Source: an optimization exercise on an open RTL-to-GDS flow (aim: small area, a short achievable clock period and few clock cycles). Production flows keep margins and buffers that such runs may drop.
Where RTL was checked, it was by simulation tests only, not by an equivalence proof against the original.
Function not checked in runs 1 and 2: the RTL went through the layout flow alone.
Power is estimated from default activity; no workload was simulated.

<file path="design/flow/config.mk">
export PLATFORM = sky130hd
export DESIGN_NAME = gfce_codec
export DESIGN_NICKNAME = gfce_codec
export VERILOG_FILES = /design/flow/design.v
export SDC_FILE = /design/flow/constraint.sdc
export NUM_CORES = 4
export LEC_CHECK = 0
export CAP_MARGIN = 20
export CORE_MARGIN = 2
export CORE_UTILIZATION = 40
export SETUP_SLACK_MARGIN = 1.5
export SLEW_MARGIN = 20
</file>
<file path="design/flow/constraint.sdc">
create_clock -name core_clock -period 4.0 [get_ports {clk}]
set_input_delay 0.8000 -clock core_clock [delete_from_list [all_inputs] [get_ports {clk}]]
set_output_delay 0.8000 -clock core_clock [all_outputs]
set_load 0.01 [all_outputs]
</file>
<file path="design/flow/design.v">
module gfce_crc_byte (
    input  wire [15:0] crc_in,
    input  wire [7:0]  data,
    output reg  [15:0] crc_out
);
    integer i;
    always @(*) begin
        crc_out = crc_in ^ {8'h00, data};
        for (i = 0; i < 8; i = i + 1) begin
            if (crc_out[0])
                crc_out = (crc_out >> 1) ^ 16'h8408;
            else
                crc_out = crc_out >> 1;
        end
    end
endmodule
module gfce_tx #(
    parameter [7:0] LOCAL_ADDR = 8'h42
) (
    input  wire       clk,
    input  wire       rst,
    input  wire       req_valid,
    output wire       req_ready,
    input  wire [7:0] req_dest,
    input  wire [7:0] req_cmd,
    input  wire [7:0] req_plen,
    input  wire       pl_valid,
    output wire       pl_ready,
    input  wire [7:0] pl_data,
    output wire       out_valid,
    input  wire       out_ready,
    output wire [7:0] out_data,
    output wire       done,
    output wire [3:0] done_status,
    output wire [7:0] done_inserted
);
    localparam [7:0] ESC = 8'hE0, ACK = 8'hE1, SOF = 8'hE2, EOF = 8'hE3;
    localparam [15:0] CRC_SOF = 16'hC4FF;    
    reg s_start, s_dest, s_len, s_src, s_cmd, s_pay, s_crch, s_crcl, s_eof, s_ack, s_rej;
    reg        hv;             
    reg [7:0]  h;
    reg        pend;           
    reg [1:0]  pend_lo;        
    reg [15:0] crc;            
    reg [7:0]  count;          
    reg [7:0]  inserted;       
    wire gen = !hv || out_ready;     
    wire pop = hv && out_ready;
    assign out_valid     = hv;
    assign out_data      = h;
    assign done          = (s_start && pop) || s_rej;
    assign done_status   = {s_rej, 3'b000};
    assign done_inserted = inserted;
    function automatic is_res(input [7:0] b);
        is_res = (b[7:2] == 6'b111000);
    endfunction
    wire [7:0] len_byte = {req_plen[7:3] + 5'd1, req_plen[2:0]};
    wire       too_long = (req_plen[7:3] == 5'b11111);    
    wire [7:0] fc = ({8{s_dest}} & req_dest) | ({8{s_len}} & len_byte) |
                    ({8{s_src}} & LOCAL_ADDR) | ({8{s_cmd}} & req_cmd) |
                    ({8{s_pay}} & pl_data);
    wire [7:0] fb = fc | ({8{s_crch}} & crc[15:8]) | ({8{s_crcl}} & crc[7:0]);
    wire res = (s_dest && is_res(req_dest)) || (s_len && (req_plen[7:2] == 6'b110110)) ||
               (s_cmd && is_res(req_cmd)) || (s_pay && is_res(pl_data)) ||
               (s_crch && is_res(crc[15:8])) || (s_crcl && is_res(crc[7:0]));
    wire [15:0] crc_next;
    gfce_crc_byte u_crc (.crc_in(crc), .data(fc), .crc_out(crc_next));
    wire interior = s_dest || s_len || s_src || s_cmd || s_pay || s_crch || s_crcl;
    wire ready_st = (interior && !s_pay) || (s_pay && pl_valid) || s_eof || s_ack;
    wire go       = gen && !pend;
    wire proc     = go && ready_st;                           
    wire start    = gen && s_start && req_valid && !too_long;  
    wire reject   = s_start && !hv && req_valid && too_long;
    wire esc_now  = proc && res;
    wire push     = gen && (pend || ready_st || (s_start && req_valid && !too_long));
    assign req_ready = (s_cmd && go) || s_rej;
    assign pl_ready  = s_pay && go;
    reg [7:0] pb;
    always @(*) begin
        if (pend)
            pb = {6'b110000, pend_lo};
        else if (s_start)
            pb = SOF;
        else if (s_eof)
            pb = EOF;
        else if (s_ack)
            pb = ACK;
        else if (res)
            pb = ESC;
        else
            pb = fb;
    end
    always @(posedge clk) begin
        if (rst) begin
            s_start <= 1'b1;
            s_dest  <= 1'b0;
            s_len   <= 1'b0;
            s_src   <= 1'b0;
            s_cmd   <= 1'b0;
            s_pay   <= 1'b0;
            s_crch  <= 1'b0;
            s_crcl  <= 1'b0;
            s_eof   <= 1'b0;
            s_ack   <= 1'b0;
            s_rej   <= 1'b0;
            hv      <= 1'b0;
            pend    <= 1'b0;
        end else begin
            if (push) hv <= 1'b1;
            else if (pop) hv <= 1'b0;
            if (gen) begin
                if (pend) pend <= 1'b0;
                else if (esc_now) pend <= 1'b1;
            end
            if (start) begin
                s_start <= 1'b0;
                s_dest  <= 1'b1;
            end
            if (reject) begin
                s_start <= 1'b0;
                s_rej   <= 1'b1;
            end
            if (s_rej) begin
                s_rej   <= 1'b0;
                s_start <= 1'b1;
            end
            if (proc) begin
                s_dest <= 1'b0;
                s_len  <= s_dest;
                s_src  <= s_len;
                s_cmd  <= s_src;
                s_crcl <= s_crch;
                s_eof  <= s_crcl;
                s_ack  <= s_eof;
                if (s_ack) s_start <= 1'b1;
                if (s_cmd) begin
                    s_pay  <= (req_plen != 8'd0);
                    s_crch <= (req_plen == 8'd0);
                end else begin
                    s_pay  <= s_pay && (count != 8'd1);
                    s_crch <= s_pay && (count == 8'd1);
                end
            end
        end
    end
    always @(posedge clk) begin
        if (push) h <= pb;
        if (esc_now) pend_lo <= fb[1:0];
        if (start)
            crc <= CRC_SOF;
        else if (proc && (s_dest || s_len || s_src || s_cmd || s_pay))
            crc <= crc_next;
        if (start)
            inserted <= 8'd0;
        else if (esc_now)
            inserted <= inserted + 8'd1;
        if (proc && s_cmd)
            count <= req_plen;
        else if (proc && s_pay)
            count <= count - 8'd1;
    end
endmodule
module gfce_rx (
    input  wire       clk,
    input  wire       rst,
    input  wire       in_valid,
    output wire       in_ready,
    input  wire [7:0] in_data,
    output reg        pl_valid,
    output reg  [7:0] pl_data,
    output reg        done,
    output wire [3:0] status,
    output wire [7:0] msg_dest,
    output wire [7:0] msg_len,
    output wire [7:0] msg_src,
    output wire [7:0] msg_cmd
);
    localparam [7:0] ESC = 8'hE0, SOF = 8'hE2, EOF = 8'hE3;
    localparam [7:0] RX_LIMIT = 8'd255;    
    localparam [15:0] CRC_SOF = 16'hC4FF;  
    localparam [2:0] ST_OK = 3'h0, ST_LENGTH = 3'h3, ST_CHECKSUM = 3'h4,
                     ST_TRUNC = 3'h6, ST_UNREC = 3'h7;
    reg [7:0]  idx;         
    reg        escp;        
    reg        escerr;      
    reg [15:0] crc;         
    reg [7:0]  d1, d2;      
    reg [7:0]  b_dest, b_len, b_src, b_cmd;
    reg [2:0]  st;
    assign in_ready = 1'b1;
    assign status   = {1'b0, st};
    assign msg_dest = b_dest;
    assign msg_len  = b_len;
    assign msg_src  = b_src;
    assign msg_cmd  = b_cmd;
    wire [15:0] crc_cur = (idx == 8'd2) ? CRC_SOF : crc;
    wire [15:0] crc_next;
    gfce_crc_byte u_crc (.crc_in(crc_cur), .data(d2), .crc_out(crc_next));
    wire is_sof = (in_data == SOF);
    wire is_eof = (in_data == EOF);
    wire is_esc = (in_data == ESC);
    wire [7:0] value    = {in_data[7:6], in_data[5] ^ escp, in_data[4:0]};
    wire       reserved = (value[7:2] == 6'b111000);
    wire       other    = in_valid && !is_sof && !is_eof && !is_esc;
    wire       store    = other && (idx != RX_LIMIT);
    reg [2:0] eof_status;
    always @(*) begin
        if (escerr)
            eof_status = ST_UNREC;
        else if (escp)
            eof_status = ST_TRUNC;
        else if (idx < 8'd2)
            eof_status = ST_LENGTH;
        else if ({1'b0, b_len} != {1'b0, idx} + 9'd2)
            eof_status = ST_LENGTH;
        else if (crc_cur != {d2, d1})
            eof_status = ST_CHECKSUM;
        else if (b_len < 8'd8)
            eof_status = ST_LENGTH;
        else
            eof_status = ST_OK;
    end
    always @(posedge clk) begin
        if (rst) begin
            idx      <= 8'd0;
            escp     <= 1'b0;
            escerr   <= 1'b0;
            pl_valid <= 1'b0;
            done     <= 1'b0;
        end else begin
            done     <= in_valid && is_eof;
            pl_valid <= store && (idx >= 8'd6);
            if (in_valid) begin
                if (is_sof || is_eof) begin
                    idx    <= 8'd0;
                    escp   <= 1'b0;
                    escerr <= 1'b0;
                end else if (is_esc) begin
                    if (escp)
                        escerr <= 1'b1;
                    escp <= 1'b1;
                end else begin
                    escp <= 1'b0;
                    if (escp && !reserved)
                        escerr <= 1'b1;
                    if (store)
                        idx <= idx + 8'd1;
                end
            end
        end
    end
    always @(posedge clk) begin
        pl_data <= d2;
        if (in_valid && is_eof)
            st <= eof_status;
        if (store) begin
            d1 <= value;
            d2 <= d1;
            if (idx >= 8'd2)
                crc <= crc_next;
            case (idx)
                8'd0: b_dest <= value;
                8'd1: b_len  <= value;
                8'd2: b_src  <= value;
                8'd3: b_cmd  <= value;
                default: ;
            endcase
        end
    end
endmodule
module gfce_codec (
    input  wire       clk,
    input  wire       rst,
    input  wire       tx_req_valid,
    output wire       tx_req_ready,
    input  wire [7:0] tx_req_dest,
    input  wire [7:0] tx_req_cmd,
    input  wire [7:0] tx_req_plen,
    input  wire       tx_pl_valid,
    output wire       tx_pl_ready,
    input  wire [7:0] tx_pl_data,
    output wire       tx_out_valid,
    input  wire       tx_out_ready,
    output wire [7:0] tx_out_data,
    output wire       tx_done,
    output wire [3:0] tx_done_status,
    output wire [7:0] tx_done_inserted,
    input  wire       rx_in_valid,
    output wire       rx_in_ready,
    input  wire [7:0] rx_in_data,
    output wire       rx_pl_valid,
    output wire [7:0] rx_pl_data,
    output wire       rx_done,
    output wire [3:0] rx_status,
    output wire [7:0] rx_dest,
    output wire [7:0] rx_len,
    output wire [7:0] rx_src,
    output wire [7:0] rx_cmd
);
    gfce_tx #(.LOCAL_ADDR(8'h42)) u_tx (
        .clk(clk), .rst(rst),
        .req_valid(tx_req_valid), .req_ready(tx_req_ready),
        .req_dest(tx_req_dest), .req_cmd(tx_req_cmd), .req_plen(tx_req_plen),
        .pl_valid(tx_pl_valid), .pl_ready(tx_pl_ready), .pl_data(tx_pl_data),
        .out_valid(tx_out_valid), .out_ready(tx_out_ready), .out_data(tx_out_data),
        .done(tx_done), .done_status(tx_done_status), .done_inserted(tx_done_inserted)
    );
    gfce_rx u_rx (
        .clk(clk), .rst(rst),
        .in_valid(rx_in_valid), .in_ready(rx_in_ready), .in_data(rx_in_data),
        .pl_valid(rx_pl_valid), .pl_data(rx_pl_data),
        .done(rx_done), .status(rx_status),
        .msg_dest(rx_dest), .msg_len(rx_len), .msg_src(rx_src), .msg_cmd(rx_cmd)
    );
endmodule
</file>
<file path="design/flow/run.sh">
#!/bin/bash
# synth_recipe.tcl (not shown) runs the flow's synth.tcl, then flattens the netlist and writes it again
# the make line also repeats each setting of config.mk as NAME=value (left out here)
make -C /OpenROAD-flow-scripts/flow DESIGN_CONFIG=/design/flow/config.mk WORK_HOME=/design/flow/orfs CLKGATE_MAP_FILE= SYNTH_SCRIPT=/design/flow/synth_recipe.tcl finish
</file>
==> impl_metrics.toml, run 1 <==
[run_status]
status = "complete, no violations"

[timing]
rsz0062_at_grt = "true"
fin_tns_setup_ns = 0
finalSetupViolations = 0
fmax_mhz = 403
relSlewSlack_pct = 42.8
skew_ns = 0.00921
slew_viol_final = 0
tightest_slew_ns = 0.856
finalCritPeriodShare_pct = 62.0
hold_violations = 0
period_needed_ns = 2.48

[pwr]
combPwrFrac_pct = 16.2
swShare_pct = 28.1
p_leak_nw = 3.34
seqPwrFrac_pct = 45.3
p_int_w = 0.00277
power_density_nw_per_um2 = 408
ir_worst_vdd_mv = 0.302
switchingPower_w = 0.00108
clock_power_share_pct = 38.4

[worst_setup_path]
r2r_cells = 8
endpoint = "u_rx.st[2]"
cp-end-kind = "register"
crit_slowest_cell = "or4_4"
crit_path_max_fanout = 7
criticalPathCategory = "register to register"
worstReg2RegStart = "u_rx.idx[5]"
path_delay_family = "simple AND/OR/NAND/NOR gates"
r2r_end = "u_rx.st[2]"
worstPathRequired_ns = 4.18
critPathLaunchType = "register"
crit_path_max_incr_delay_ns = 0.60
cp.depth = 8
crit_chain = "buf_4 > nor4_4 > buf_6 > a31oi_1 > o32ai_2 > nand2_1 > or4_4 > o21a_1"
crit_buf_inv = 2
cp.arrival_ns = 2.66
r2r_slack_ns = 1.52
crit_path_start = "u_rx.idx[5]"

[clocking]
postCtsHoldBufs = 0
cts_buffers = 17
clkSinkCount = 142
cts_tree = "built"
htree_num_levels = 4
clk_latency_ns = 0.43
clk_pin_slew_worst_paths_ns = 0.06
cts-root-buf = "clkbuf_16"
clk_path_buf_depth = 2

[grt]
grt_pass1_wl_mm = 30.3
track_usage_pct = 21.2
grt_max_degree = 21
overflow = 0
grt_pass1_vias = 5670
antenna_found_initial = 0

[yosys]
synth_xor_area_share_pct = 10.8
muxShareOfSynthArea_pct = 0.591
yosys.area_share.simple_pct = 16.7
synth_top_family_by_area = "simple AND/OR/NAND/NOR gates"
synth_edf_count = 85
synth_area_um2 = 6990
synthArstFlopShare_pct = 0
synth-compound-area-share_pct = 13.7
syn_area_per_cell_um2 = 10.5
synth_flop_cell = "edfxtp_1"
synth_fa_ha_area_share_pct = 1.97
synth_cell_type_count = 64
syn_inst = 668
synth_seq_area_share_pct = 52.8
synth-seq-cells = 142
yosys_warnings = 3

[die]
core_um2 = 17200
dieWidth_um = 136
pin_count = 117
die_area_um2 = 18500
rows = 48
start_util_pct = 40.7
die_y_um = 136

[layout]
fin_nets = 859
drive_above_1_share_pct = 17.7
fill_cells = 1492
syn_to_final_growth_pct = 35.3
final-seq-area_um2 = 3720
final_cell_area_um2 = 9460
final_util_pct = 55.1
diodes = 0
multi_input_comb_area_um2 = 3450

[routing]
final_antenna_net_count = 0
drc = 0
drtIter0Drc = 469
post_drt_wl_per_cell_um = 18.3
routed_via_density = 5.54
vias = 5760
firstDrtPassIters = 5
wl_mm = 19.0

[place]
io_buffer_count = 111
place_area_um2 = 8340
hpwlAfterDp_mm = 13.6
gp_congestion = 0.884

[worst_hold_path]
hold_class = "register to register"

[run]
cap_violations = 0
==> flip-flops by register name, indices dropped and copies added, names as in the netlist, 2 cells and up <==
name	count
u_rx.crc	16
u_tx.count	8
u_tx.pend_lo	2
u_tx.crc	16
u_rx.d1	8
u_rx.idx	8
u_rx.b_cmd	8
u_tx.inserted	8
u_rx.d2	8
u_rx.st	3
u_rx.b_dest	8
u_tx.h	8
u_rx.pl_data	8
u_rx.b_len	8
u_rx.b_src	8
==> cell families after synthesis <==
logic type                 count (synthesis)
xor gates and xnor gates                  85
AOI/OAI and AO/OA                        142
DFF                                      142
adders and majority gates                 11
other                                      2
buffers and inverters                     50
and+or+nand+nor                          232
muxes                                      4
==> worst min-delay path by stage <==
| stage | start | endpoint | slack, ns | depth (start not counted) |
|---|---|---|---|---|
| 2_1_floorplan | u_rx.d2[2] | u_rx.pl_data[2] | 0.35 | 0 |
| 3_3_place_gp | u_tx.inserted[7] | u_tx.inserted[7] | 0.46 | 2 |
| 3_5_place_dp | u_tx.inserted[7] | u_tx.inserted[7] | 0.48 | 2 |
| 4_1_cts | u_tx.inserted[7] | u_tx.inserted[7] | 0.49 | 2 |
| 5_1_grt | u_rx.d1[1] | u_rx.d2[1] | 0.53 | 0 |
| 6_report | u_tx.inserted[7] | u_tx.inserted[7] | 0.49 | 2 |
==> worst register-to-register path, delay by kind of cell (launching register included) <==
| kind | cells | cell delay (ns) |
|---|---|---|
| flops | 1 | 0.34 |
| compound gates | 3 | 0.55 |
| buf+inv | 2 | 0.34 |
| simple gates | 3 | 1.00 |
==> placed cells by master, fill, tap and decap left out, types with 5 or more instances in the layout <==
master           instances
clkbuf_16               17
nor3_1                  12
o211ai_1                 9
nor2_1                  65
nand4_1                 10
nand3_1                 14
nand2_1                 55
a31oi_1                 11
a21oi_1                 37
ha_1                     8
xor2_1                  29
inv_1                   12
clkdlybuf4s50_1         92
nor4_2                   5
a311oi_1                 6
o21ai_0                 21
nor4_1                  11
dfxtp_4                  6
edfxtp_1                85
a22oi_1                 10
inv_6                    5
dlygate4sd2_1            7
buf_4                   32
xnor2_1                 51
dfxtp_1                 45
or4_4                    6
conb_1                   5
dlymetal6s2s_1           8
nor2b_1                  5
dfxtp_2                  6
a211oi_1                 7
==> cell usage after synthesis (all sizes together), types with 3 or more instances <==
master | n | area share [%]
a211oi | 7 | 0.75
a221oi | 4 | 0.50
a22o | 3 | 0.38
nor2b | 7 | 0.63
nor3 | 15 | 1.2
or3 | 3 | 0.27
and2 | 3 | 0.27
a31oi | 12 | 1.1
or4 | 10 | 1.2
nand3 | 15 | 1.1
nor4 | 19 | 1.9
nor2 | 67 | 3.6
ha | 11 | 2.0
buf | 14 | 1.3
a311oi | 7 | 0.88
a22oi | 10 | 1.1
o31ai | 3 | 0.32
o211ai | 10 | 1.1
dfxtp | 57 | 16
nor3b | 4 | 0.43
clkbuf | 21 | 1.1
edfxtp | 85 | 37
nand2b | 6 | 0.54
a21oi | 40 | 2.9
or2 | 4 | 0.36
nand2 | 57 | 3.1
nand4 | 10 | 0.89
xnor2 | 53 | 6.6
o21ai | 22 | 1.6
inv | 14 | 0.75
and3 | 6 | 0.54
mux2i | 3 | 0.43
o2111ai | 3 | 0.38
xor2 | 31 | 3.9
==> power by group through the flow <==
stage / registers (W) / logic (W) / clock network [W]
2_1_floorplan: 0.00176 / 0.000364 / 0
6_report: 0.00175 / 0.000626 / 0.00148
3_5_place_dp: 0.00178 / 0.000563 / 0
5_1_grt: 0.00176 / 0.000685 / 0.00156
3_3_place_gp: 0.00178 / 0.000553 / 0
4_1_cts: 0.00175 / 0.000593 / 0.00151
==> final cells by class <==
type	count	area share [%]
Inverter	15	0.635
Clock inverter	14	1.34
Clock buffer	18	4.54
Timing Repair Buffer	147	14.7
Sequential cell	142	39.4
Tap cell	225	2.98
Multi-Input combinational cell	479	36.5
==> routing by layer <==
metal,track usage (%),part of all wire [%],vias up
met1,28.9,45,2821
li1,-,-,2725
met5,0,0,-
met4,6.19,1.4,0
met2,33.4,47,191
met3,5.11,5.8,23
==> stage by stage <==
| stage | setup WS, ns | power, W | std cells | hold slack, ns |
|---|---|---|---|---|
| 6_report | 1.52 | 0.00386 | 1040 | 0.492 |
| 5_1_grt | 1.44 | 0.00401 | 1040 | 0.530 |
| 2_1_floorplan | 1.49 | 0.00212 | 671 | 0.346 |
| 3_3_place_gp | 0.668 | 0.00233 | 981 | 0.464 |
| 3_5_place_dp | 0.502 | 0.00234 | 981 | 0.484 |
| 4_1_cts | 1.44 | 0.00385 | 1030 | 0.492 |
==> timing repair <==
item	4_1_cts	5_1_grt
setup endpoints to repair	106	91
pin swaps	11	20
buffers inserted	17	10
gates resized for setup	54	54
==> run 2: changes to the inputs <==
--- a/design/flow/config.mk
+++ b/design/flow/config.mk
@@ -8,5 +8,5 @@
 export CAP_MARGIN = 20
 export CORE_MARGIN = 2
 export CORE_UTILIZATION = 40
-export SETUP_SLACK_MARGIN = 1.5
+export SETUP_SLACK_MARGIN = 2.0
 export SLEW_MARGIN = 20
==> impl_metrics.toml, run 2 <==
[clocking]
clk_latency_ns = 0.43
cts_buffers = 17
htree_num_levels = 4
postCtsHoldBufs = 0
clk_path_buf_depth = 2
cts_tree = "built"
cts-root-buf = "clkbuf_16"
clkSinkCount = 142
clk_pin_slew_worst_paths_ns = 0.07

[yosys]
synth_top_family_by_area = "simple AND/OR/NAND/NOR gates"
syn_area_per_cell_um2 = 10.5
synth_area_um2 = 6990
yosysTopAreaCell = "edfxtp_1"
synthTopCellsByCount = "85 x edfxtp_1, 67 x nor2_1, 57 x dfxtp_1, 57 x nand2_1, 53 x xnor2_1"
synth-seq-cells = 142
synth_edf_count = 85
synth_fa_ha_area_share_pct = 1.97
synth-compound-area-share_pct = 13.7
synth_area_leaders = "edfxtp_1 37%, dfxtp_1 16%, xnor2_1 6.6%"
synthArstFlopShare_pct = 0
synth_seq_area_share_pct = 52.8
muxShareOfSynthArea_pct = 0.591
yosys_warnings = 3
synth_xor_area_share_pct = 10.8
yosys.cell_count.top_type = "edfxtp_1"
syn_inst = 668
synth_flop_cell = "edfxtp_1"
yosys.area_share.simple_pct = 16.7
synth_cell_type_count = 64
synth.top_cell.area_share_pct = 36.5

[layout]
stdcell_count = 1100
layout_common_cells = "85 x edfxtp_1, 70 x buf_4, 66 x dlygate4sd2_1"
drive_above_1_share_pct = 35.2
syn_to_final_growth_pct = 51.2
reg_top3 = "u_rx.crc: 16 flops, u_tx.crc: 16 flops"
fin_nets = 919
final_common_cell = "edfxtp_1"
diodes = 0

[run]
cap_violations = 0

[timing]
skew_ns = 0.00876
hold_violations = 0
rsz0062_at_grt = "true"
finalCritPeriodShare_pct = 64.1
period_needed_ns = 2.57
fmax_mhz = 390
tightest_slew_ns = 0.677
relSlewSlack_pct = 54.7
finalSetupViolations = 0
slew_viol_final = 0
fin_tns_setup_ns = 0

[worst_setup_path]
cp-end-kind = "register"
critPathLaunchType = "register"
criticalPathCategory = "register to register"
cp.arrival_ns = 2.75
worstPathRequired_ns = 4.19
crit_path_max_fanout = 8

[pwr]
power_density_nw_per_um2 = 388
ir_worst_vdd_mv = 0.320
power_w = 0.00410
p_leak_nw = 3.93

[grt]
grtUsageMet1_pct = 28.5
grt_pass1_vias = 6024
antenna_found_initial = 0
grtUsageMet2_pct = 37.6
grt.busiest_layer = "met2"
track_usage_pct = 22.6
grt_util_met3_pct = 5.18
overflow = 0
grt_pass1_wl_mm = 31.8
grt_max_degree = 18

[die]
pin_count = 117
die_area_um2 = 18500
dieWidth_um = 136
start_util_pct = 40.7
core_um2 = 17200
rows = 48
die_y_um = 136

[routing]
firstDrtPassIters = 5
drc = 0
drtIter0Drc = 494
routed_via_density = 5.53
final_antenna_net_count = 0
post_drt_wl_per_cell_um = 18.9
vias = 6088
wl_mm = 20.8

[place]
gp_congestion = 0.904
io_buffer_count = 111
placed_cells = 980
hpwlAfterDp_mm = 13.9

[run_status]
status = "complete, no violations"

[worst_hold_path]
hold_class = "register to register"
-- run 2: timing repair --
action	in CTS	in global routing
hold endpoints to repair	0	0
setup buffers	59	28
setup endpoints to repair	233	124
gates cloned	1	0
resized for setup	319	86
pin swaps	52	55
-- run 2: power by group --
group / total [W] / switching (W) / internal [W]
clock: 0.00151 / 0.000674 / 0.000832
sequential: 0.00176 / 0.000108 / 0.00165
combinational: 0.000839 / 0.000408 / 0.000431
-- run 2: logic make-up (layout without fill, tap and decap cells) --
| family | after synthesis | count (layout) |
|---|---|---|
| DFF | 142 | 142 |
| other | 2 | 5 |
| muxes | 4 | 4 |
| adders and majority gates | 11 | 11 |
| and+or+nand+nor | 232 | 232 |
| xor gates and xnor gates | 85 | 85 |
| AOI/OAI and AO/OA | 142 | 142 |
| buffers and inverters | 50 | 254 |
-- run 2: layer usage --
| layer | vias to the layer above | wire length [µm] |
|---|---|---|
| met3 | 28 | 1200 |
| met2 | 236 | 10600 |
| met5 | - | 0 |
| met1 | 2971 | 8760 |
| met4 | 0 | 318 |
| li1 | 2853 | - |
-- run 2: per-stage QoR --
stage	worst slack, ns	hold WS, ns	utilization, %	cell area, µm²
final	1.43	0.498	61.5	10600
after global routing	1.38	0.518	61.5	10600
after CTS	1.40	0.488	58.3	10000
after detailed placement	0.607	0.479	50.4	8650
after global placement	0.702	0.470	50.4	8650
after floorplan	1.53	0.346	-	7380
-- run 2: cell type report --
type / count / area [µm²]
fill: 1395 / 6610
multi-input combinational: 479 / 4050
sequential: 142 / 3750
timing repair buffer: 206 / 1850
clock buffer: 18 / 439
tap: 225 / 282
clock inverter: 14 / 121
inverter: 15 / 70.1
timing repair inverter: 1 / 11.3
-- run 2: critical path, stage by stage, from the launching register on --
cell	delay [ns]
dfxtp_4	0.38
or4_4	0.54
nor3_4	0.28
buf_6	0.16
mux2i_1	0.17
a31oi_1	0.07
or4_4	0.50
o21a_1	0.20
-- run 2: path summary, 6_finish.rpt --
| check | start | endpoint | slack [ns] | cells after the start |
|---|---|---|---|---|
| max | u_rx.idx[6] | u_rx.st[2] | 1.43 | 7 |
| min | u_tx.inserted[7] | u_tx.inserted[7] | 0.50 | 2 |
| max reg2reg | u_rx.idx[6] | u_rx.st[2] | 1.43 | 7 |
| min reg2reg | u_tx.inserted[7] | u_tx.inserted[7] | 0.50 | 2 |
==> run 3: changes to the inputs <==
--- a/design/flow/design.v
+++ b/design/flow/design.v
@@ -178,11 +178,10 @@
     localparam [7:0] ESC = 8'hE0, SOF = 8'hE2, EOF = 8'hE3;
     localparam [7:0] RX_LIMIT = 8'd255;    
     localparam [15:0] CRC_SOF = 16'hC4FF;  
-    localparam [2:0] ST_OK = 3'h0, ST_LENGTH = 3'h3, ST_CHECKSUM = 3'h4,
-                     ST_TRUNC = 3'h6, ST_UNREC = 3'h7;
     reg [7:0]  idx;         
     reg        escp;        
     reg        escerr;      
+    reg        len_ok;      
     reg [15:0] crc;         
     reg [7:0]  d1, d2;      
     reg [7:0]  b_dest, b_len, b_src, b_cmd;
@@ -193,9 +192,8 @@
     assign msg_len  = b_len;
     assign msg_src  = b_src;
     assign msg_cmd  = b_cmd;
-    wire [15:0] crc_cur = (idx == 8'd2) ? CRC_SOF : crc;
     wire [15:0] crc_next;
-    gfce_crc_byte u_crc (.crc_in(crc_cur), .data(d2), .crc_out(crc_next));
+    gfce_crc_byte u_crc (.crc_in(crc), .data(d2), .crc_out(crc_next));
     wire is_sof = (in_data == SOF);
     wire is_eof = (in_data == EOF);
     wire is_esc = (in_data == ESC);
@@ -203,23 +201,14 @@
     wire       reserved = (value[7:2] == 6'b111000);
     wire       other    = in_valid && !is_sof && !is_eof && !is_esc;
     wire       store    = other && (idx != RX_LIMIT);
-    reg [2:0] eof_status;
-    always @(*) begin
-        if (escerr)
-            eof_status = ST_UNREC;
-        else if (escp)
-            eof_status = ST_TRUNC;
-        else if (idx < 8'd2)
-            eof_status = ST_LENGTH;
-        else if ({1'b0, b_len} != {1'b0, idx} + 9'd2)
-            eof_status = ST_LENGTH;
-        else if (crc_cur != {d2, d1})
-            eof_status = ST_CHECKSUM;
-        else if (b_len < 8'd8)
-            eof_status = ST_LENGTH;
-        else
-            eof_status = ST_OK;
-    end
+    wire       restart  = in_valid && (is_sof || is_eof);
+    wire len_bad = (idx[7:1] == 7'd0) || !len_ok;
+    wire crc_bad = (crc != {d2, d1});
+    wire lowlen   = (b_len[7:3] == 5'd0);
+    wire lsmall  = len_bad || (!crc_bad && lowlen);
+    wire [2:0] eof_status = {escerr || escp || (!len_bad && crc_bad),
+                             escerr || escp || lsmall,
+                             escerr || (!escp && lsmall)};
     always @(posedge clk) begin
         if (rst) begin
             idx      <= 8'd0;
@@ -230,22 +219,20 @@
         end else begin
             done     <= in_valid && is_eof;
             pl_valid <= store && (idx >= 8'd6);
-            if (in_valid) begin
-                if (is_sof || is_eof) begin
-                    idx    <= 8'd0;
-                    escp   <= 1'b0;
-                    escerr <= 1'b0;
-                end else if (is_esc) begin
-                    if (escp)
-                        escerr <= 1'b1;
-                    escp <= 1'b1;
-                end else begin
-                    escp <= 1'b0;
-                    if (escp && !reserved)
-                        escerr <= 1'b1;
-                    if (store)
-                        idx <= idx + 8'd1;
-                end
+            if (restart) begin
+                idx    <= 8'd0;
+                escp   <= 1'b0;
+                escerr <= 1'b0;
+            end else if (in_valid && is_esc) begin
+                if (escp)
+                    escerr <= 1'b1;
+                escp <= 1'b1;
+            end else if (other) begin
+                escp <= 1'b0;
+                if (escp && !reserved)
+                    escerr <= 1'b1;
+                if (store)
+                    idx <= idx + 8'd1;
             end
         end
     end
@@ -253,11 +240,17 @@
         pl_data <= d2;
         if (in_valid && is_eof)
             st <= eof_status;
+        if (rst || restart)
+            crc <= CRC_SOF;
+        else if (store && (idx >= 8'd2))
+            crc <= crc_next;
         if (store) begin
             d1 <= value;
             d2 <= d1;
-            if (idx >= 8'd2)
-                crc <= crc_next;
+            if (idx == 8'd1)
+                len_ok <= (value == 8'd4);
+            else
+                len_ok <= ({1'b0, b_len} == {1'b0, idx} + 9'd3);
             case (idx)
                 8'd0: b_dest <= value;
                 8'd1: b_len  <= value;
==> design/flow/flow/run.sh (new file) <==
#!/bin/bash
set -euo pipefail
export BUFFER_PORTS_ARGS="-buffer_cell sky130_fd_sc_hd__buf_2"
bash standard.sh > standard_flow.log 2>&1
==> design/flow/standard.sh (new file) <==
#!/bin/bash
# synth_recipe.tcl (not shown) runs the flow's synth.tcl, then flattens the netlist and writes it again
# the make line also repeats each setting of config.mk as NAME=value (left out here)
make -C /OpenROAD-flow-scripts/flow DESIGN_CONFIG=/design/flow/config.mk WORK_HOME=/design/flow/orfs CLKGATE_MAP_FILE= SYNTH_SCRIPT=/design/flow/synth_recipe.tcl "${@:-finish}"
--- a/design/flow/config.mk
+++ b/design/flow/config.mk
@@ -8,5 +8,5 @@
 export CAP_MARGIN = 20
 export CORE_MARGIN = 2
 export CORE_UTILIZATION = 40
-export SETUP_SLACK_MARGIN = 2.0
+export SETUP_SLACK_MARGIN = 1.5
 export SLEW_MARGIN = 20
removed: design/flow/run.sh
==> impl_metrics.toml, run 3 <==
[run_status]
status = "complete, no violations"

[layout]
stdcell_count = 972
reg_top3 = "u_rx.crc: 16 flops, u_tx.crc: 16 flops"
final_common_cell = "buf_2"
multi_input_comb_area_um2 = 3130
drive_above_1_share_pct = 25.4
fill_cells = 1518
final-seq-area_um2 = 3560
diodes = 0
layout_common_cells = "111 x buf_2, 72 x dfxtp_1, 70 x edfxtp_1"
fin_nets = 795
syn_to_final_growth_pct = 19.8

[clocking]
clkSinkCount = 143
cts_tree = "built"
clk_pin_slew_worst_paths_ns = 0.06
clk_latency_ns = 0.42
htree_num_levels = 4
postCtsSetupRepairBufs = 0
clk_path_buf_depth = 2
cts_buffers = 17
cts-root-buf = "clkbuf_16"

[die]
rows = 47
die_y_um = 135
start_util_pct = 41.2
dieWidth_um = 135
die_area_um2 = 18200
core_um2 = 16600
pin_count = 117

[routing]
firstDrtPassIters = 4
drtIter0Drc = 350
routed_via_density = 5.38
drc = 0
post_drt_wl_per_cell_um = 17.3
vias = 5230
final_antenna_net_count = 0
wl_mm = 16.8

[yosys]
synth_seq_area_share_pct = 52.0
synth.top_cell.area_share_pct = 30.7
synthArstFlopShare_pct = 0
syn_area_per_cell_um2 = 10.8
synth_area_um2 = 6850
synthTopCellsByCount = "73 x dfxtp_1, 70 x edfxtp_1, 59 x nand2_1, 59 x nor2_1, 57 x xnor2_1"
yosys.cell_count.top_type = "dfxtp_1"
synth_cell_type_count = 74
synth_area_leaders = "edfxtp_1 31%, dfxtp_1 21%, xnor2_1 7.3%"
yosysTopAreaCell = "edfxtp_1"
yosys_warnings = 3
synth_flop_cell = "dfxtp_1"
syn_inst = 634
synth-seq-cells = 143
synth_edf_count = 70

[pwr]
p_leak_nw = 3.11
power_density_nw_per_um2 = 509
ir_worst_vdd_mv = 0.332

[grt]
track_usage_pct = 18.7
antenna_found_initial = 0
grt_pass1_wl_mm = 26.6
grt_pass1_vias = 4984
grt_max_degree = 25
overflow = 0

[worst_setup_path]
crit_slowest_cell = "nor2b_2"
worstPathRequired_ns = 3.20
criticalPathCategory = "input pin to output port"
critPathLaunchType = "input pin"
cp_common_cell = "buf_2"
crit_path_max_incr_delay_ns = 0.27
crit_path_max_fanout = 9
cp-end-kind = "output port"
crit_chain = "buf_2 > nor2b_2 > nor2_4 > and2_1 > buf_2"
cp.arrival_ns = 1.64

[timing]
rsz0062_at_grt = "false"
holdWs_ns = 0.452
period_needed_ns = 2.44
finalCritPeriodShare_pct = 61.1
slew_viol_final = 0
fin_tns_setup_ns = 0
fmax_mhz = 409
tightest_slew_ns = 0.865
finalSetupViolations = 0
hold_violations = 0
skew_ns = 0.0100
relSlewSlack_pct = 42.4

[place]
hpwlAfterDp_mm = 12.4
io_buffer_count = 111
gp_congestion = 0.862
placed_cells = 940

[run]
cap_violations = 0

[worst_hold_path]
hold_class = "register to register"
run 3: metrics by stage:
step | total power [W] | setup slack [ns] | cell area, µm² | util (%)
final | 0.00418 | 1.56 | 8210 | 49.3
after global routing | 0.00435 | 1.51 | 8210 | 49.3
after CTS | 0.00421 | 1.53 | 8190 | 49.2
after detailed placement | 0.00255 | 1.20 | 7570 | 45.5
after global placement | 0.00254 | 1.23 | 7570 | 45.5
after floorplan | 0.00235 | 1.50 | 6900 | -
run 3: where the power goes:
group,switching (W),total [W],internal (W)
clock,0.000592,0.00165,0.00106
sequential,0.000138,0.00180,0.00167
combinational,0.000401,0.000729,0.000327
run 3: kinds of logic (layout without fill, tap and decap cells):
group,Yosys count,after routing,synth area share [%]
buffers and inverters,41,156,3.23
XOR/XNOR,91,91,12.7
multiplexers,3,3,0.438
other,2,5,0.110
adder cells (fa/ha/maj),10,10,1.83
flip-flops,143,143,52.0
AND/OR/NAND/NOR,218,218,16.0
AO/OA/AOI/OAI,126,126,13.7
run 3: per-layer routing:
layer / share of wire (%) / up-vias / track usage (%) / routed length, µm
met5: 0 / - / 0 / 0
met4: 0.96 / 0 / 5.56 / 161
met3: 4.1 / 13 / 4.35 / 698
met2: 51 / 136 / 31.4 / 8660
met1: 43 / 2574 / 24.1 / 7320
li1: - / 2507 / - / -
run 3: cell type report:
type                            instances  area share [%]
Tap cell                              220            3.35
Timing Repair Buffer                  115            7.14
Clock inverter                         11            2.01
Multi-Input combinational cell        453            38.2
Clock buffer                           21            5.49
Inverter                                9           0.412
Sequential cell                       143            43.4
run 3: path summary, 6_finish.rpt:
| path | from | endpoint | slack (ns) | cells after the start |
|---|---|---|---|---|
| min reg2reg | u_rx.d2[2] | u_rx.pl_data[2] | 0.45 | 0 |
| max | tx_out_ready | tx_pl_ready | 1.56 | 5 |
| min | u_rx.d2[2] | u_rx.pl_data[2] | 0.45 | 0 |
| max reg2reg | u_tx.s_pay | u_tx.inserted[6] | 1.65 | 6 |
run 3: worst max-delay path, delay by kind of cell:
family	cells	cell delay, ns
simple gates	3	0.58
buf+inv	2	0.26
run 3: what timing repair did:
action,4_1_cts,5_1_grt
hold buffers,0,0
setup endpoints to repair,2,10
hold endpoints to repair,0,0
resized for setup,1,3
pin swaps,0,0
Testbench counts of run 3, summed over its fixed seeds: cycles 18,293.
==> run 4: changes to the inputs <==
--- a/design/flow/config.mk
+++ b/design/flow/config.mk
@@ -8,5 +8,5 @@
 export CAP_MARGIN = 20
 export CORE_MARGIN = 2
 export CORE_UTILIZATION = 40
-export SETUP_SLACK_MARGIN = 1.5
+export SETUP_SLACK_MARGIN = 1.8
 export SLEW_MARGIN = 20
==> impl_metrics.toml, run 4 <==
[timing]
rsz0062_at_grt = "true"
period_needed_ns = 2.23
finalSetupViolations = 0
tightest_slew_ns = 1.12
hold_violations = 0
holdWs_ns = 0.454
fin_tns_setup_ns = 0
finalCritPeriodShare_pct = 55.8
skew_ns = 0.00890
slew_viol_final = 0
relSlewSlack_pct = 24.8
fmax_mhz = 448

[clocking]
clk_pin_slew_worst_paths_ns = 0.06
htree_num_levels = 4
clk_latency_ns = 0.42
postCtsHoldBufs = 0
cts_buffers = 17
clkSinkCount = 143
cts_tree = "built"
cts-root-buf = "clkbuf_16"
clk_path_buf_depth = 2

[layout]
fill_cells = 1484
diodes = 0
layout_common_cells = "106 x buf_2, 70 x edfxtp_1, 63 x dfxtp_1"
fin_nets = 812
stdcell_count = 989
multi_input_comb_area_um2 = 3270
final_common_cell = "buf_2"
reg_top3 = "u_rx.crc: 16 flops, u_tx.crc: 16 flops"
drive_above_1_share_pct = 29.4
syn_to_final_growth_pct = 24.8
final-seq-area_um2 = 3580

[worst_setup_path]
cp.arrival_ns = 2.54
endpoint = "u_tx.crc[10]"
critPathLaunchType = "input pin"
r2r_slack_ns = 1.85
r2r_end = "u_rx.b_dest[7]"
crit_path_start = "tx_req_plen[4]"
r2r_cells = 3
criticalPathCategory = "input pin to register"
worstPathRequired_ns = 4.31
crit_path_max_fanout = 3
cp-end-kind = "register"
worstReg2RegStart = "u_rx.idx[4]"

[yosys]
synth_cell_type_count = 74
yosys.cell_count.top_type = "dfxtp_1"
synth_area_um2 = 6850
synthArstFlopShare_pct = 0
synth_flop_cell = "dfxtp_1"
synth.top_cell.area_share_pct = 30.7
synth_area_leaders = "edfxtp_1 31%, dfxtp_1 21%, xnor2_1 7.3%"
synthTopCellsByCount = "73 x dfxtp_1, 70 x edfxtp_1, 59 x nand2_1, 59 x nor2_1, 57 x xnor2_1"
synth_seq_area_share_pct = 52.0
syn_inst = 634
yosys_warnings = 3
syn_area_per_cell_um2 = 10.8
synth_edf_count = 70
yosysTopAreaCell = "edfxtp_1"
synth-seq-cells = 143

[pwr]
ir_worst_vdd_mv = 0.378
p_int_w = 0.00298
power_density_nw_per_um2 = 485
p_leak_nw = 3.26
switchingPower_w = 0.00116
clock_power_share_pct = 37.8
seqPwrFrac_pct = 43.5
swShare_pct = 28.0
combPwrFrac_pct = 18.7

[grt]
track_usage_pct = 19.5
grt_pass1_wl_mm = 27.4
grt_max_degree = 26
overflow = 0
grt_pass1_vias = 5059
antenna_found_initial = 0

[die]
die_y_um = 135
rows = 47
die_area_um2 = 18200
start_util_pct = 41.2
pin_count = 117
core_um2 = 16600
dieWidth_um = 135

[routing]
drtIter0Drc = 324
wl_mm = 17.8
drc = 0
final_antenna_net_count = 0
vias = 5286
firstDrtPassIters = 5
post_drt_wl_per_cell_um = 18.0
routed_via_density = 5.34

[place]
hpwlAfterDp_mm = 12.5
io_buffer_count = 111
placed_cells = 939
gp_congestion = 0.905

[run]
cap_violations = 0

[run_status]
status = "complete, no violations"

[worst_hold_path]
hold_class = "register to register"
[run 4: cell counts after synthesis]
Identical to the previous run, type by type.
[run 4: what timing repair did]
action,CTS,global route
gates resized for setup,24,18
setup buffers,6,10
gates cloned,0,2
endpoints found under the setup margin,72,56
pin swaps,8,7
[run 4: power groups by stage]
stage | registers, W | clock network (W) | logic (W)
after global placement | 0.00183 | 0 | 0.000718
after detailed placement | 0.00183 | 0 | 0.000733
after floorplan | 0.00180 | 0 | 0.000560
final | 0.00180 | 0.00156 | 0.000776
after global routing | 0.00182 | 0.00167 | 0.000847
after CTS | 0.00180 | 0.00159 | 0.000754
[run 4: worst min-delay path by stage]
stage	from	to	slack, ns	cells after the start
global placement	u_rx.d2[0]	u_rx.pl_data[0]	0.44	0
CTS	u_rx.d2[0]	u_rx.pl_data[0]	0.46	0
floorplan	u_rx.d2[3]	u_rx.pl_data[3]	0.41	0
global route	u_rx.d2[0]	u_rx.pl_data[0]	0.47	0
finish	u_rx.d2[0]	u_rx.pl_data[0]	0.45	0
detailed placement	u_rx.d2[0]	u_rx.pl_data[0]	0.45	0
[run 4: logic make-up after synthesis]
| family | after synthesis | share of synthesized area, % |
|---|---|---|
| AO/OA/AOI/OAI | 126 | 13.7 |
| XOR/XNOR | 91 | 12.7 |
| adder cells (fa/ha/maj) | 10 | 1.83 |
| buffers and inverters | 41 | 3.23 |
| flip-flops | 143 | 52.0 |
| multiplexers | 3 | 0.438 |
| other | 2 | 0.110 |
| AND/OR/NAND/NOR | 218 | 16.0 |
[run 4: final cells by class]
cell class | count | area share (%)
clock buffer | 24 | 6.01
clock inverter | 8 | 0.907
inverter | 9 | 0.395
multi-input combinational | 454 | 38.2
sequential | 143 | 41.9
tap | 220 | 3.22
timing repair buffer | 131 | 9.40
[run 4: routing by layer]
layer,GRT usage (%),vias up,wire length [µm]
met5,0,-,0
met4,5.38,0,216
met3,4.58,20,801
met2,31.8,149,8930
li1,-,2539,-
met1,26.0,2578,7830
[run 4: worst max-delay path, stage by stage]
cell and delay, ns:
buf_8 0.10, ha_4 0.15, and3_4 0.15, ha_4 0.21, a22o_4 0.25, a221oi_4 0.25, xnor2_2 0.12, xnor2_2 0.23
xor2_1 0.20, o21ai_1 0.08
[run 4: stage by stage]
stage	power (W)	utilization, %	instance area (µm²)	setup WS [ns]
after floorplan	0.00236	-	6970	1.55
after global placement	0.00254	45.8	7620	1.28
after detailed placement	0.00256	45.8	7620	1.22
after CTS	0.00414	50.2	8350	1.78
after global routing	0.00433	51.4	8550	1.72
final	0.00414	51.4	8550	1.77
==> run 5: changes to the inputs <==
--- a/design/flow/config.mk
+++ b/design/flow/config.mk
@@ -8,5 +8,5 @@
 export CAP_MARGIN = 20
 export CORE_MARGIN = 2
 export CORE_UTILIZATION = 40
-export SETUP_SLACK_MARGIN = 1.8
+export SETUP_SLACK_MARGIN = 2.1
 export SLEW_MARGIN = 20
==> impl_metrics.toml, run 5 <==
[routing]
drc = 0
final_antenna_net_count = 0
drtIter0Drc = 425
vias = 5612
firstDrtPassIters = 6
routed_via_density = 5.41
wl_mm = 18.8
post_drt_wl_per_cell_um = 18.1

[yosys]
synthArstFlopShare_pct = 0
synth_edf_count = 70
synth-compound-area-share_pct = 13.7
synth_top_family_by_area = "simple AND/OR/NAND/NOR gates"
yosys.cell_count.top_type = "dfxtp_1"
synth_cell_type_count = 74
synth_area_leaders = "edfxtp_1 31%, dfxtp_1 21%, xnor2_1 7.3%"
yosys_warnings = 3
yosys.area_share.simple_pct = 16.0
synth_xor_area_share_pct = 12.7
yosysTopAreaCell = "edfxtp_1"
syn_area_per_cell_um2 = 10.8
synth_fa_ha_area_share_pct = 1.83
synth_area_um2 = 6850
synthTopCellsByCount = "73 x dfxtp_1, 70 x edfxtp_1, 59 x nand2_1, 59 x nor2_1, 57 x xnor2_1"
syn_inst = 634
synth_flop_cell = "dfxtp_1"
synth.top_cell.area_share_pct = 30.7
muxShareOfSynthArea_pct = 0.438
synth-seq-cells = 143
synth_seq_area_share_pct = 52.0

[grt]
track_usage_pct = 20.3
grt_pass1_wl_mm = 28.6
overflow = 0
grt_pass1_vias = 5446
grt_max_degree = 25
antenna_found_initial = 0

[layout]
reg_top3 = "u_rx.crc: 16 flops, u_tx.crc: 16 flops"
fill_cells = 1355
diodes = 0
final_common_cell = "buf_2"
drive_above_1_share_pct = 39.1
layout_common_cells = "98 x buf_2, 70 x edfxtp_1, 56 x dfxtp_1"
fin_nets = 861
syn_to_final_growth_pct = 37.7

[clocking]
clkSinkCount = 143
cts_tree = "built"
clk_pin_slew_worst_paths_ns = 0.06
cts_buffers = 17
clk_path_buf_depth = 2
clk_latency_ns = 0.43
htree_num_levels = 4
cts-root-buf = "clkbuf_16"

[pwr]
seqPwrFrac_pct = 41.9
p_int_w = 0.00306
combPwrFrac_pct = 22.2
p_leak_nw = 3.61
switchingPower_w = 0.00127
power_density_nw_per_um2 = 459
ir_worst_vdd_mv = 0.351
swShare_pct = 29.4
clock_power_share_pct = 35.9

[timing]
slew_viol_final = 0
holdWs_ns = 0.463
period_needed_ns = 2.22
relSlewSlack_pct = 58.8
hold_violations = 0
rsz0062_at_grt = "true"
tightest_slew_ns = 0.616
fin_tns_setup_ns = 0
finalCritPeriodShare_pct = 55.4
fmax_mhz = 451
skew_ns = 0.00948
finalSetupViolations = 0

[worst_hold_path]
hold_class = "register to register"

[worst_setup_path]
cp-end-kind = "output port"
criticalPathCategory = "input pin to output port"
crit_buf_inv = 2
cp.arrival_ns = 1.42
crit_path_max_incr_delay_ns = 0.18
crit_slowest_cell = "a21o_1"
path_delay_family = "buffers and inverters"
crit_path_max_fanout = 3
crit_chain = "buf_8 > nor2b_4 > nor2_4 > a21o_1 > buf_6"
critPathLaunchType = "input pin"
worstPathRequired_ns = 3.20

[die]
dieWidth_um = 135
die_y_um = 135
die_area_um2 = 18200
rows = 47
core_um2 = 16600
start_util_pct = 41.2
pin_count = 117

[place]
io_buffer_count = 111
hpwlAfterDp_mm = 12.4
gp_congestion = 0.905

[run]
cap_violations = 0

[run_status]
status = "complete, no violations"
-- run 5: repair_timing --
item,4_1_cts,5_1_grt
hold buffers,0,0
endpoints found under the setup margin,142,79
buffers inserted,46,18
cloned,1,3
gates resized for setup,74,35
pin swaps,32,19
-- run 5: cells by family after synthesis --
family | count (synthesis)
compound gates | 126
mux | 3
simple gates | 218
xor+xnor | 91
flops | 143
fa+ha+maj | 10
other cells | 2
buf+inv | 41
-- run 5: worst paths after layout --
kind                     start               to  slack, ns  cells past startpoint
setup / recovery  tx_out_ready     tx_req_ready       1.78                      5
hold / removal      u_rx.d2[7]  u_rx.pl_data[7]       0.46                      0
setup reg to reg    u_tx.s_len        u_tx.h[1]       2.00                      5
hold reg to reg     u_rx.d2[7]  u_rx.pl_data[7]       0.46                      0
-- run 5: cell type report --
| class | count | area, µm² | share of cell area (%) |
|---|---|---|---|
| clock inverters | 14 | 144 | 1.53 |
| clock buffers | 18 | 429 | 4.55 |
| flip-flops and latches | 143 | 3610 | 38.2 |
| well taps | 220 | 275 | 2.92 |
| inverters | 9 | 37.5 | 0.398 |
| repair buffers | 179 | 1320 | 14.0 |
| multi-input cells | 455 | 3620 | 38.4 |
-- run 5: per-layer routing --
metal,wire length (µm),up-vias,GRT usage (%)
li1,-,2644,-
met1,7790,2723,25.9
met2,9500,215,33.5
met3,1220,30,5.59
met4,276,0,6.37
met5,0,-,0
-- run 5: power by group through the flow --
stage / sequential (W) / clock, W / combinational [W]
after floorplan: 0.00180 / 0 / 0.000584
after global placement: 0.00183 / 0 / 0.000739
after detailed placement: 0.00183 / 0 / 0.000751
after CTS: 0.00180 / 0.00156 / 0.000893
after global routing: 0.00183 / 0.00165 / 0.00103
final: 0.00181 / 0.00155 / 0.000961
-- run 5: metrics by stage --
step / utilization, % / setup WS (ns) / cell area, µm² / power (W) / std cells
after floorplan: - / 1.55 / 7100 / 0.00239 / 637
after global placement: 46.4 / 1.32 / 7720 / 0.00257 / 938
after detailed placement: 46.4 / 1.24 / 7720 / 0.00258 / 938
after CTS: 54.5 / 1.79 / 9060 / 0.00426 / 1017
after global routing: 56.7 / 1.75 / 9430 / 0.00450 / 1038
final: 56.7 / 1.78 / 9430 / 0.00432 / 1038
==> run 6: changes to the inputs <==
--- a/design/flow/config.mk
+++ b/design/flow/config.mk
@@ -8,5 +8,7 @@
 export CAP_MARGIN = 20
 export CORE_MARGIN = 2
 export CORE_UTILIZATION = 40
-export SETUP_SLACK_MARGIN = 2.1
+export CTS_CLUSTER_DIAMETER = 100
+export CTS_CLUSTER_SIZE = 40
+export SETUP_SLACK_MARGIN = 1.8
 export SLEW_MARGIN = 20
==> impl_metrics.toml, run 6 <==
[pwr]
p_int_w = 0.00298
clock_power_share_pct = 37.8
p_leak_nw = 3.26
ir_worst_vdd_mv = 0.378
combPwrFrac_pct = 18.7
switchingPower_w = 0.00116
swShare_pct = 28.0
seqPwrFrac_pct = 43.5
power_density_nw_per_um2 = 485

[yosys]
muxShareOfSynthArea_pct = 0.438
synth_area_leaders = "edfxtp_1 31%, dfxtp_1 21%, xnor2_1 7.3%"
yosysTopAreaCell = "edfxtp_1"
synth-seq-cells = 143
synth_fa_ha_area_share_pct = 1.83
synth_xor_area_share_pct = 12.7
synth_flop_cell = "dfxtp_1"
yosys.area_share.simple_pct = 16.0
synthArstFlopShare_pct = 0
yosys.cell_count.top_type = "dfxtp_1"
synth_seq_area_share_pct = 52.0
synth-compound-area-share_pct = 13.7
synth_edf_count = 70
synth_cell_type_count = 74
synth.top_cell.area_share_pct = 30.7
syn_inst = 634
syn_area_per_cell_um2 = 10.8
yosys_warnings = 3
synth_top_family_by_area = "simple AND/OR/NAND/NOR gates"
synthTopCellsByCount = "73 x dfxtp_1, 70 x edfxtp_1, 59 x nand2_1, 59 x nor2_1, 57 x xnor2_1"
synth_area_um2 = 6850

[clocking]
clk_latency_ns = 0.42
clk_path_buf_depth = 2
cts_tree = "built"
clk_pin_slew_worst_paths_ns = 0.06
cts_buffers = 17
cts-root-buf = "clkbuf_16"
htree_num_levels = 4
clkSinkCount = 143

[worst_setup_path]
crit_slowest_cell = "a22o_4"
critPathLaunchType = "input pin"
crit_path_max_incr_delay_ns = 0.25
crit_buf_inv = 1
path_delay_family = "compound AO/OA/AOI/OAI gates"
cp.arrival_ns = 2.54
criticalPathCategory = "input pin to register"
crit_chain = "buf_8 > ha_4 > and3_4 > ha_4 > a22o_4 > a221oi_4 > xnor2_2 > xnor2_2 > xor2_1 > o21ai_1"
cp-end-kind = "register"
worstPathRequired_ns = 4.31
crit_path_max_fanout = 3

[layout]
drive_above_1_share_pct = 29.4
final_util_pct = 51.4
reg_top3 = "u_rx.crc: 16 flops, u_tx.crc: 16 flops"
fill_cells = 1484
syn_to_final_growth_pct = 24.8
final_common_cell = "buf_2"
layout_common_cells = "106 x buf_2, 70 x edfxtp_1, 63 x dfxtp_1"
fin_nets = 812
diodes = 0

[die]
rows = 47
die_area_um2 = 18200
dieWidth_um = 135
core_um2 = 16600
start_util_pct = 41.2
pin_count = 117
die_y_um = 135

[timing]
finalSetupViolations = 0
relSlewSlack_pct = 24.8
rsz0062_at_grt = "true"
finalCritPeriodShare_pct = 55.8
slew_viol_final = 0
tightest_slew_ns = 1.12
hold_violations = 0
fmax_mhz = 448
period_needed_ns = 2.23
skew_ns = 0.00890
fin_tns_setup_ns = 0

[routing]
drtIter0Drc = 324
drc = 0
wl_mm = 17.8
routed_via_density = 5.34
post_drt_wl_per_cell_um = 18.0
firstDrtPassIters = 5
final_antenna_net_count = 0
vias = 5286

[grt]
overflow = 0
grt_max_degree = 26
antenna_found_initial = 0
grt_pass1_wl_mm = 27.4
grt_pass1_vias = 5059
track_usage_pct = 19.5

[run_status]
status = "complete, no violations"

[place]
hpwlAfterDp_mm = 12.5
io_buffer_count = 111
gp_congestion = 0.905

[run]
cap_violations = 0

[worst_hold_path]
hold_class = "register to register"
==> run 6: per-layer routing <==
metal / track usage, % / vias up / share of wire (%)
met5: 0 / - / 0
met4: 5.38 / 0 / 1.2
met3: 4.58 / 20 / 4.5
met2: 31.8 / 149 / 50
met1: 26.0 / 2578 / 44
li1: - / 2539 / -
==> run 6: timing repair <==
action,in CTS,in global routing
hold buffers,0,0
gates resized for setup,24,18
gates cloned,0,2
buffers inserted,6,10
setup endpoints to repair,72,56
pin swaps,8,7
==> run 6: kinds of logic (layout without fill, tap and decap cells) <==
logic type,count (synthesis),in the layout
AO/OA/AOI/OAI,126,127
XOR/XNOR,91,91
adder cells (fa/ha/maj),10,10
buffers and inverters,41,172
flip-flops,143,143
multiplexers,3,3
other,2,5
AND/OR/NAND/NOR,218,218
==> run 6: final cells by class <==
cell class | instances | area (µm²) | share of cell area [%]
clock buffers | 24 | 514 | 6.01
well taps | 220 | 275 | 3.22
flip-flops and latches | 143 | 3580 | 41.9
multi-input cells | 454 | 3270 | 38.2
repair buffers | 131 | 803 | 9.40
clock inverters | 8 | 77.6 | 0.907
inverters | 9 | 33.8 | 0.395
==> run 6: stage by stage <==
step	std cells	area [µm²]	power (W)	hold WS (ns)	setup slack, ns
after floorplan	637	6970	0.00236	0.409	1.55
after global placement	939	7620	0.00254	0.438	1.28
after detailed placement	939	7620	0.00256	0.446	1.22
after CTS	977	8350	0.00414	0.460	1.78
after global routing	989	8550	0.00433	0.470	1.72
final	989	8550	0.00414	0.454	1.77
==> run 6: worst paths after layout <==
check / startpoint / endpoint / slack, ns / cells after the start
min: u_rx.d2[0] / u_rx.pl_data[0] / 0.45 / 0
max: tx_req_plen[4] / u_tx.crc[10] / 1.77 / 10
min reg2reg: u_rx.d2[0] / u_rx.pl_data[0] / 0.45 / 0
max reg2reg: u_rx.idx[4] / u_rx.b_dest[7] / 1.85 / 3
==> run 6: worst register-to-register path, stage by stage, from the launching register on <==
cell and delay (ns):
dfxtp_1 0.39, or4_4 0.59, nor3_4 0.33, and3_1 0.49
==> run 6: power groups by stage <==
stage	sequential [W]	combinational, W	clock (W)
2_1_floorplan	0.00180	0.000560	0
3_3_place_gp	0.00183	0.000718	0
3_5_place_dp	0.00183	0.000733	0
4_1_cts	0.00180	0.000754	0.00159
5_1_grt	0.00182	0.000847	0.00167
6_report	0.00180	0.000776	0.00156
==> run 7: changes to the inputs <==
==> design/flow/flow/run.sh (replaced) <==
#!/bin/bash
set -euo pipefail
export BUFFER_PORTS_ARGS="-buffer_cell sky130_fd_sc_hd__buf_1"
bash standard.sh > standard_flow.log 2>&1
==> impl_metrics.toml, run 7 <==
[routing]
drc = 0
firstDrtPassIters = 4
wl_mm = 17.4
final_antenna_net_count = 0
drtIter0Drc = 367
routed_via_density = 5.36
post_drt_wl_per_cell_um = 17.6
vias = 5292

[yosys]
syn_area_per_cell_um2 = 10.8
synth_flop_cell = "dfxtp_1"
synth_area_um2 = 6850
synthArstFlopShare_pct = 0
synth-seq-cells = 143
synth_seq_area_share_pct = 52.0
synth_edf_count = 70
syn_inst = 634
synth_area_leaders = "edfxtp_1 31%, dfxtp_1 21%, xnor2_1 7.3%"
yosys_warnings = 3
synth_cell_type_count = 74
yosys.cell_count.top_type = "dfxtp_1"
yosysTopAreaCell = "edfxtp_1"
synth.top_cell.area_share_pct = 30.7
synthTopCellsByCount = "73 x dfxtp_1, 70 x edfxtp_1, 59 x nand2_1, 59 x nor2_1, 57 x xnor2_1"

[clocking]
cts_buffers = 17
clk_pin_slew_worst_paths_ns = 0.07
cts_tree = "built"
clk_latency_ns = 0.43
clkSinkCount = 143
clk_path_buf_depth = 2
postCtsHoldBufs = 0
htree_num_levels = 4
cts-root-buf = "clkbuf_16"

[worst_setup_path]
worstPathRequired_ns = 4.31
critPathLaunchType = "input pin"
worstReg2RegStart = "u_rx.idx[5]"
crit_path_start = "tx_req_plen[4]"
crit_path_max_fanout = 4
criticalPathCategory = "input pin to register"
cp-end-kind = "register"
cp.arrival_ns = 2.51

[worst_hold_path]
hold_class = "register to register"
min_from = "u_rx.d2[5]"

[die]
start_util_pct = 41.2
dieWidth_um = 135
die_y_um = 135
core_um2 = 16600
pin_count = 117
die_area_um2 = 18200
rows = 47

[pwr]
combPwrFrac_pct = 18.1
clock_power_share_pct = 38.7
swShare_pct = 28.7
p_leak_nw = 2.94
power_density_nw_per_um2 = 499
ir_worst_vdd_mv = 0.337
switchingPower_w = 0.00120
p_int_w = 0.00299
seqPwrFrac_pct = 43.1

[timing]
fin_tns_setup_ns = 0
finalSetupViolations = 0
finalCritPeriodShare_pct = 55.2
relSlewSlack_pct = 35.7
period_needed_ns = 2.21
slew_viol_final = 0
tightest_slew_ns = 0.965
rsz0062_at_grt = "true"
skew_ns = 0.0167
fmax_mhz = 453
hold_violations = 0

[layout]
drive_above_1_share_pct = 16.3
fin_nets = 811
layout_common_cells = "103 x buf_1, 70 x edfxtp_1, 63 x dfxtp_1"
final_common_cell = "buf_1"
reg_top3 = "u_rx.crc: 16 flops, u_tx.crc: 16 flops"
syn_to_final_growth_pct = 22.7
fill_cells = 1500
final_cell_area_um2 = 8410
diodes = 0

[grt]
grt_pass1_wl_mm = 27.3
grt_max_degree = 25
overflow = 0
track_usage_pct = 19.5
grt_pass1_vias = 5040
antenna_found_initial = 0

[run_status]
status = "complete, no violations"

[place]
gp_congestion = 0.884
place_area_um2 = 7480
hpwlAfterDp_mm = 12.5
io_buffer_count = 111

[run]
cap_violations = 0
-- run 7: cell counts after synthesis --
No cell type changed its count.
-- run 7: cell families (layout without fill, tap and decap cells) --
logic type | Yosys count | in the layout | synth area share, %
AND/OR/NAND/NOR | 218 | 218 | 16.0
flip-flops | 143 | 143 | 52.0
AO/OA/AOI/OAI | 126 | 128 | 13.7
XOR/XNOR | 91 | 91 | 12.7
buffers and inverters | 41 | 170 | 3.23
adder cells (fa/ha/maj) | 10 | 10 | 1.83
multiplexers | 3 | 3 | 0.438
other | 2 | 5 | 0.110
-- run 7: power by group through the flow --
stage	Combinational, W	Clock (W)	Sequential [W]
final	0.000760	0.00162	0.00181
after global routing	0.000834	0.00172	0.00182
after CTS	0.000750	0.00165	0.00181
after detailed placement	0.000725	0	0.00184
after global placement	0.000708	0	0.00183
after floorplan	0.000560	0	0.00180
-- run 7: per-layer routing --
layer | vias to the layer above | track usage (%) | share of wire (%)
li1 | 2535 | - | -
met1 | 2575 | 25.9 | 44
met2 | 165 | 31.8 | 50
met3 | 17 | 4.13 | 4.8
met4 | 0 | 6.26 | 1.1
met5 | - | 0 | 0
-- run 7: critical path: stages --
cell      delay (ns)
buf_8           0.11
ha_4            0.15
and3_4          0.15
ha_4            0.22
a22o_1          0.23
a221oi_4        0.25
xnor2_2         0.11
xnor2_2         0.24
xnor2_1         0.16
a31oi_1         0.10
-- run 7: area by class of cell --
class / instances / area, µm² / share of cell area (%)
multi-input combinational: 455 / 3290 / 39.1
tap: 220 / 275 / 3.27
sequential: 143 / 3580 / 42.6
inverter: 9 / 33.8 / 0.402
timing repair buffer: 129 / 623 / 7.41
clock buffer: 17 / 425 / 5.06
clock inverter: 15 / 181 / 2.16
-- run 7: final timing paths --
kind,depth (start not counted),endpoint,slack (ns)
setup / recovery,10,u_tx.crc[3],1.79
hold / removal,0,u_rx.pl_data[5],0.45
setup reg to reg,5,u_rx.crc[5],1.89
hold reg to reg,0,u_rx.pl_data[5],0.45
-- run 7: through the flow --
stage	hold WS (ns)	setup slack (ns)	utilization (%)	total power (W)	instances
3_5_place_dp	0.445	1.09	44.9	0.00256	939
6_report	0.454	1.79	50.5	0.00419	988
2_1_floorplan	0.409	1.55	-	0.00236	637
5_1_grt	0.475	1.72	50.5	0.00438	988
4_1_cts	0.457	1.76	49.6	0.00421	979
3_3_place_gp	0.439	1.16	44.9	0.00254	939
-- run 7: repair_timing --
item	CTS	global route
buffers inserted	7	8
pin swaps	6	6
setup endpoints to repair	84	74
cloned	1	1
resized for setup	29	18

what the ideal ports hide:
No port has a modelled driver above. Below, the same layouts with a new extraction and two added sets of constraints.
Step 1 (the two cells are an assumption about what drives the block):
set clk [get_ports {clk}]
set_driving_cell -lib_cell sky130_fd_sc_hd__clkbuf_16 $clk
set_driving_cell -lib_cell sky130_fd_sc_hd__buf_2 [delete_from_list [all_inputs] $clk]
Step 2 moves the port delays by t, midway between the first and last clock arrival at a register: inputs arrive t later, outputs are due t later. That takes back most of the time a late clock gives input paths.
a / b / c = ideal ports / drivers / drivers and shift; a / b = the first two.
run | t (ns) | setup WS [ns] | hold WS [ns] | worst register clock-pin slew, ns | cell pins on the clock port's net
run 1 | 0.470 | 1.521 / 1.521 / 1.133 | 0.492 / 0.492 / 0.492 | 0.07 / 0.07 | 1
run 2 | 0.472 | 1.435 / 1.435 / 1.380 | 0.498 / 0.498 / 0.498 | 0.07 / 0.07 | 1
run 3 | 0.455 | 1.555 / 1.515 / 1.201 | 0.452 / 0.452 / 0.452 | 0.06 / 0.06 | 1
run 4 | 0.456 | 1.769 / 1.764 / 1.315 | 0.454 / 0.454 / 0.454 | 0.06 / 0.06 | 1
run 5 | 0.467 | 1.783 / 1.734 / 1.353 | 0.463 / 0.463 / 0.463 | 0.07 / 0.07 | 1
run 6 | 0.456 | 1.769 / 1.764 / 1.315 | 0.454 / 0.454 / 0.454 | 0.06 / 0.06 | 1
run 7 | 0.461 | 1.791 / 1.750 / 1.327 | 0.454 / 0.454 / 0.454 | 0.07 / 0.07 | 1
After both steps setup and hold are still met in every run listed. The setup slack of run 7, which loses most, moves by -0.041 ns with the drivers and by -0.464 ns with both steps.
